Background: an optimization exercise with open tools, aiming at small area, a short achievable clock period and few clock cycles per item. Do not read the settings as production practice. Power is estimated from default activity; no workload was simulated.

== lane 1 ==
## mag_preamble
module mag_preamble (
    input  wire        clk,
    input  wire        rst,           
    input  wire        in_valid,
    output wire        in_ready,
    input  wire [7:0]  in_i,
    input  wire [7:0]  in_q,
    output wire        out_valid,
    input  wire        out_ready,
    output wire [15:0] out_mag,
    output wire [3:0]  out_verdict
);
    reg run_n;                
    wire run = ~run_n;        
    reg rdy;                  
    assign in_ready = rdy;
    reg rst_w;
    always @(posedge clk) rst_w <= rst;
    wire [7:0] dev_i = in_i[7] ? {1'b0, in_i[6:0]} + 8'd1 : {1'b0, ~in_i[6:0]};
    wire [7:0] dev_q = in_q[7] ? {1'b0, in_q[6:0]} + 8'd1 : {1'b0, ~in_q[6:0]};
    reg  [7:0] a_di, a_dq;
    reg        a_v;
    always @(posedge clk) begin
        if (rst)      a_v <= 1'b0;
        else if (run) a_v <= in_valid;
        if (run) begin
            a_di <= dev_i;
            a_dq <= dev_q;
        end
    end
    wire nq_f1_s = (a_di[0] & a_di[5]) ^ (a_di[1] & a_di[4]) ^ (a_di[2] & a_di[3]);
    wire nq_f1_c = ((a_di[0] & a_di[5]) & (a_di[1] & a_di[4])) | ((a_di[0] & a_di[5]) & (a_di[2] & a_di[3])) | ((a_di[1] & a_di[4]) & (a_di[2] & a_di[3]));
    wire nq_h2_s = (a_di[0] & a_di[6]) ^ (a_di[1] & a_di[5]);
    wire nq_h2_c = (a_di[0] & a_di[6]) & (a_di[1] & a_di[5]);
    wire nq_f3_s = (a_di[1] & a_di[6]) ^ (a_di[2] & a_di[5]) ^ (a_di[3] & a_di[4]);
  ...
Settings: LEC_CHECK=0, CAP_MARGIN=20, CORE_MARGIN=2, CORE_UTILIZATION=40, SLEW_MARGIN=20; clock period 12.0 ns.
standard.sh (not shown) runs the stock make flow with config.mk's settings and CLKGATE_MAP_FILE= SYNTH_SCRIPT=/design/flow/synth_recipe.tcl, a recipe that flattens the netlist after the stock synthesis.
==> flow/flow/run.sh <==
#!/bin/bash
bash standard.sh SETUP_SLACK_MARGIN=8.6 CTS_CLUSTER_SIZE=24 CTS_CLUSTER_DIAMETER=100 finish > standard.log 2>&1
The inputs of lane 2 differ from those of lane 1 as listed below.
--- a/flow/design.v
+++ b/flow/design.v
@@ -1125,18 +1125,28 @@
     wire ad17_G32 = ad17_g[16] | (ad17_p[16] & ad17_G18);
     wire ad17_G33 = ad17_g[18] | (ad17_p[18] & ad17_G24);
     wire [19:0] ad17_c = {ad17_G33, ad17_G24, ad17_G32, ad17_G18, ad17_G31, ad17_G23, ad17_G30, ad17_G19, ad17_G29, ad17_G22, ad17_G28, ad17_G16, ad17_G27, ad17_G21, ad17_G26, ad17_G11, ad17_G25, ad17_G1, ad17_g0c, 1'b0};
     wire [19:0] ad17_s = ad17_p ^ ad17_c;
     wire ad17_co = ad17_G20;
     wire q17 = ~ad17_s[19];
-    wire [15:0] mag_nx = s14_Q + {15'd0, q17};
+    reg [15:0] t_Q;
+    reg        t_q, t_v;
+    always @(posedge clk) begin
+        if (rst_w)    t_v <= 1'b0;
+        else if (run) t_v <= s14_v;
+        if (run) begin
+            t_Q <= s14_Q;
+            t_q <= q17;
+        end
+    end
+    wire [15:0] mag_nx = t_Q + {15'd0, t_q};
     reg  [15:0] m_mag;
     reg         m_v;
     always @(posedge clk) begin
         if (rst_w)    m_v <= 1'b0;
-        else if (run) m_v <= s14_v;
+        else if (run) m_v <= t_v;
         if (run) m_mag <= mag_nx;
     end
     wire        arrive = run & m_v & ~rst_w;
     wire [15:0] x = m_mag;
     reg  [15:0] h1, h2, h3, h4, h5, h6, h7, h8, h9, h10;
     reg  [17:0] psum;         
[summary]
- [compare] base=lane 1 new=lane 2: delay of the slowest critical-path stage now smaller, net count of the mapped netlist level, number of clock buffers in the layout closely matched the old numbers, cell area reported after detailed placement higher, xor/xnor cell area share of the yosys netlist -0.27 points.
- Non-clock buffer count down 9 in lane 2 wrt lane 1
- Lane 2 ends up with a met1 wire length that is about 3% lower than in lane 1.
- Compared with lane 1, lane 2 degrades internal power consumption.
- Post-synthesis mux area share: lane 2 vs lane 1 — no meaningful difference
- Summary of the comparison: sequential share of layout area is higher in lane 2, relative to lane 1.
Function was not checked in any run of this note: the RTL went through the layout flow alone.

mag_preamble, a different RTL version from the one above (not shown whole).
For scale: about 3600 cells after synthesis, ~780 flip-flops, roughly 42 I/O pins, roughly 0.041 mm2 of cells after synthesis.
==> flow/config.mk <==
export PLATFORM = sky130hd
export DESIGN_NAME = mag_preamble
export DESIGN_NICKNAME = mag_preamble
export VERILOG_FILES = /design/flow/design.v
export SDC_FILE = /design/flow/constraint.sdc
export NUM_CORES = 4
export LEC_CHECK = 0
export CAP_MARGIN = 20
export CORE_MARGIN = 2
export CORE_UTILIZATION = 40
export SLEW_MARGIN = 20
==> flow/constraint.sdc <==
create_clock -name core_clock -period 12.0 [get_ports {clk}]
set_input_delay 2.4000 -clock core_clock [delete_from_list [all_inputs] [get_ports {clk}]]
set_output_delay 2.4000 -clock core_clock [all_outputs]
set_load 0.01 [all_outputs]
Scripts as last shown in full above: flow/flow/run.sh
Edit:
--- a/flow/design.v
+++ b/flow/design.v
@@ -1950,45 +1950,45 @@
             psum <= padd_s;
             m3   <= m3add_s;
             g1h <= {g1h[8:1], g1};
             l1h <= {l1h[7:1], l1};
             p4h <= {p4h[3:1], p4n};
             p   <= {p5n, p4n, p3n, p2n, g1};
             e1 <= e0; e2 <= e1; e3 <= e2; e4 <= e3; e5 <= e4;
         end
     end
     reg [15:0] o_mag;
     reg [3:0]  o_ver;
     reg        o_v;
-    reg [3:0]  k_ver;         
+    reg [3:0]  v1, v2;        
     reg        k_v;
     wire       o_free = ~o_v | out_ready;
     wire       k_v_nx = k_v ? ~o_free : (arrive & ~o_free);
     always @(posedge clk) begin
         if (rst) begin
             o_v   <= 1'b0;
             k_v   <= 1'b0;
             rdy   <= 1'b1;
             run_n <= 1'b0;
         end else begin
             k_v   <= k_v_nx;
             rdy   <= ~k_v_nx;
             run_n <= k_v_nx;
             if (o_free)
                 o_v <= k_v | arrive;
         end
+        if (arrive) begin
+            v1 <= verdict;
+            v2 <= v1;
+        end
         if (o_free) begin
-            if (k_v) begin
-                o_mag <= h1;
-                o_ver <= k_ver;
-            end else begin
-                o_mag <= x;
-                o_ver <= verdict;
-            end
+            o_mag <= k_v ? h1 : x;
+            o_ver <= k_v ? v1 : verdict;
+        end else begin
+            o_mag <= k_v ? h2 : h1;
+            o_ver <= k_v ? v2 : v1;
         end
-        if (!k_v)
-            k_ver <= verdict;
     end
     assign out_valid   = o_v;
     assign out_mag     = o_mag;
     assign out_verdict = o_ver;
 endmodule
Effect:
- utilization barely changes
- wire length goes up by 4.2%
- cell count came out higher by 1.4%
- synthesized cell count is higher by 2.2%
- cell area grows by 0.62%
- power drops by 1.1%
- setup slack gets worse by 0.27 ns
- register-to-register slack degrades by 0.27 ns
No functional check of the RTL was part of any run of this note.

Another version of the RTL of mag_preamble (not shown whole).
For scale: about 790 flip-flops, about 40,000 µm² of cells after synthesis.
Settings: LEC_CHECK=0, CAP_MARGIN=20, CORE_MARGIN=2, CORE_UTILIZATION=40, SLEW_MARGIN=20; clock period 12.0 ns.
==> flow/flow/run.sh <==
#!/bin/bash
bash standard.sh SETUP_SLACK_MARGIN=8.6 CTS_CLUSTER_SIZE=24 CTS_CLUSTER_DIAMETER=100 CORE_UTILIZATION=55 PLACE_DENSITY=0.68 finish > standard.log 2>&1
The baseline completed with no timing, DRC or antenna violations.
Rerun with:
--- a/flow/design.v
+++ b/flow/design.v
@@ -1168,25 +1168,26 @@
     wire ad17_G30 = ad17_G15 | (ad17_P15 & ad17_G22);
     wire ad17_G31 = ad17_G23 | (ad17_P23 & ad17_G22);
     wire ad17_G32 = ad17_G24 | (ad17_P24 & ad17_G22);
     wire ad17_G33 = ad17_G25 | (ad17_P25 & ad17_G22);
     wire ad17_G34 = ad17_G26 | (ad17_P26 & ad17_G22);
     wire ad17_G35 = ad17_g[16] | (ad17_p[16] & ad17_G34);
     wire ad17_G36 = ad17_G9 | (ad17_P9 & ad17_G34);
     wire ad17_G37 = ad17_G18 | (ad17_P18 & ad17_G34);
     wire [18:0] ad17_c = {ad17_G36, ad17_G35, ad17_G34, ad17_G33, ad17_G32, ad17_G31, ad17_G30, ad17_G29, ad17_G28, ad17_G27, ad17_G22, ad17_G21, ad17_G20, ad17_G19, ad17_G11, ad17_G10, ad17_G1, ad17_g0c, 1'b0};
     wire [18:0] ad17_s = ad17_p ^ ad17_c;
     wire ad17_co = ad17_G37;
     wire q17 = ~ad17_s[18];
-    wire [15:0] mag_nx = s13_Q + {15'd0, q17};
+    wire [15:0] mag_p1 = s13_Q + 16'd1;
+    wire [15:0] mag_nx = q17 ? mag_p1 : s13_Q;
     reg  [15:0] m_mag;
     reg         m_v;
     always @(posedge clk) begin
         if (rst_w)    m_v <= 1'b0;
         else if (run) m_v <= s13_v;
         if (run) m_mag <= mag_nx;
     end
     wire        arrive = run & m_v & ~rst_w;
     wire [15:0] x = m_mag;
     reg  [15:0] h1, h2, h3, h4, h5, h6, h7, h8, h9, h10, h11;
     reg  [17:0] psum;         
     reg  [17:0] nsum;         
=>
- final area went up by 2.6%
- utilization goes down by 0.70 points
- via count went up by 7.3%
- flip-flop and latch count is unchanged
- area after synthesis rises by 3.2%
- wire length decreases by 0.33%
- global-route usage decreases by 1.0 points
- non-clock buffer count came out higher by 2
- clock-buffer cell count stays the same
No run of this note included a check of the RTL's function; only the layout flow was run.

==> static timing again, ports no longer ideal <==
The flow's constraints put no driver on any port. The routed layouts listed below were extracted and timed again, unchanged, in two steps.
Step 1: set_driving_cell puts a clkbuf_16 on clk and a buf_2 on each other input, an assumption about the parent block.
Step 2 also shifts input and output timing later by t, the mid clock arrival at the registers, as if the neighbouring blocks saw the same clock.
Three values: no drivers, after step 1, after step 2; two values: the first two.
run | t (ns) | setup slack, ns | worst hold slack (ns) | worst setup path at the end | cell pins on the clock port's net
lane 1 | 0.675 | 8.207 / 8.207 / 8.207 | 0.420 / 0.420 / 0.420 | register to register | 1
lane 2 | 0.676 | 7.772 / 7.772 / 7.772 | 0.423 / 0.423 / 0.423 | register to register | 1
the first run of note 2 | 0.679 | 7.811 / 7.811 / 7.811 | 0.416 / 0.416 / 0.416 | register to register | 1
the second run of note 2 | 0.681 | 7.546 / 7.546 / 7.546 | 0.417 / 0.417 / 0.417 | register to register | 1
the first run of note 3 | 0.651 | 8.399 / 8.395 / 8.170 | 0.420 / 0.420 / 0.420 | input to register | 1
the second run of note 3 | 0.652 | 8.341 / 8.341 / 8.011 | 0.423 / 0.423 / 0.423 | input to register | 1
After both steps setup and hold are still met in every run listed. The setup slack of the second run of note 3, which loses most, moves by 0.000 ns with the drivers and by -0.330 ns with both steps.
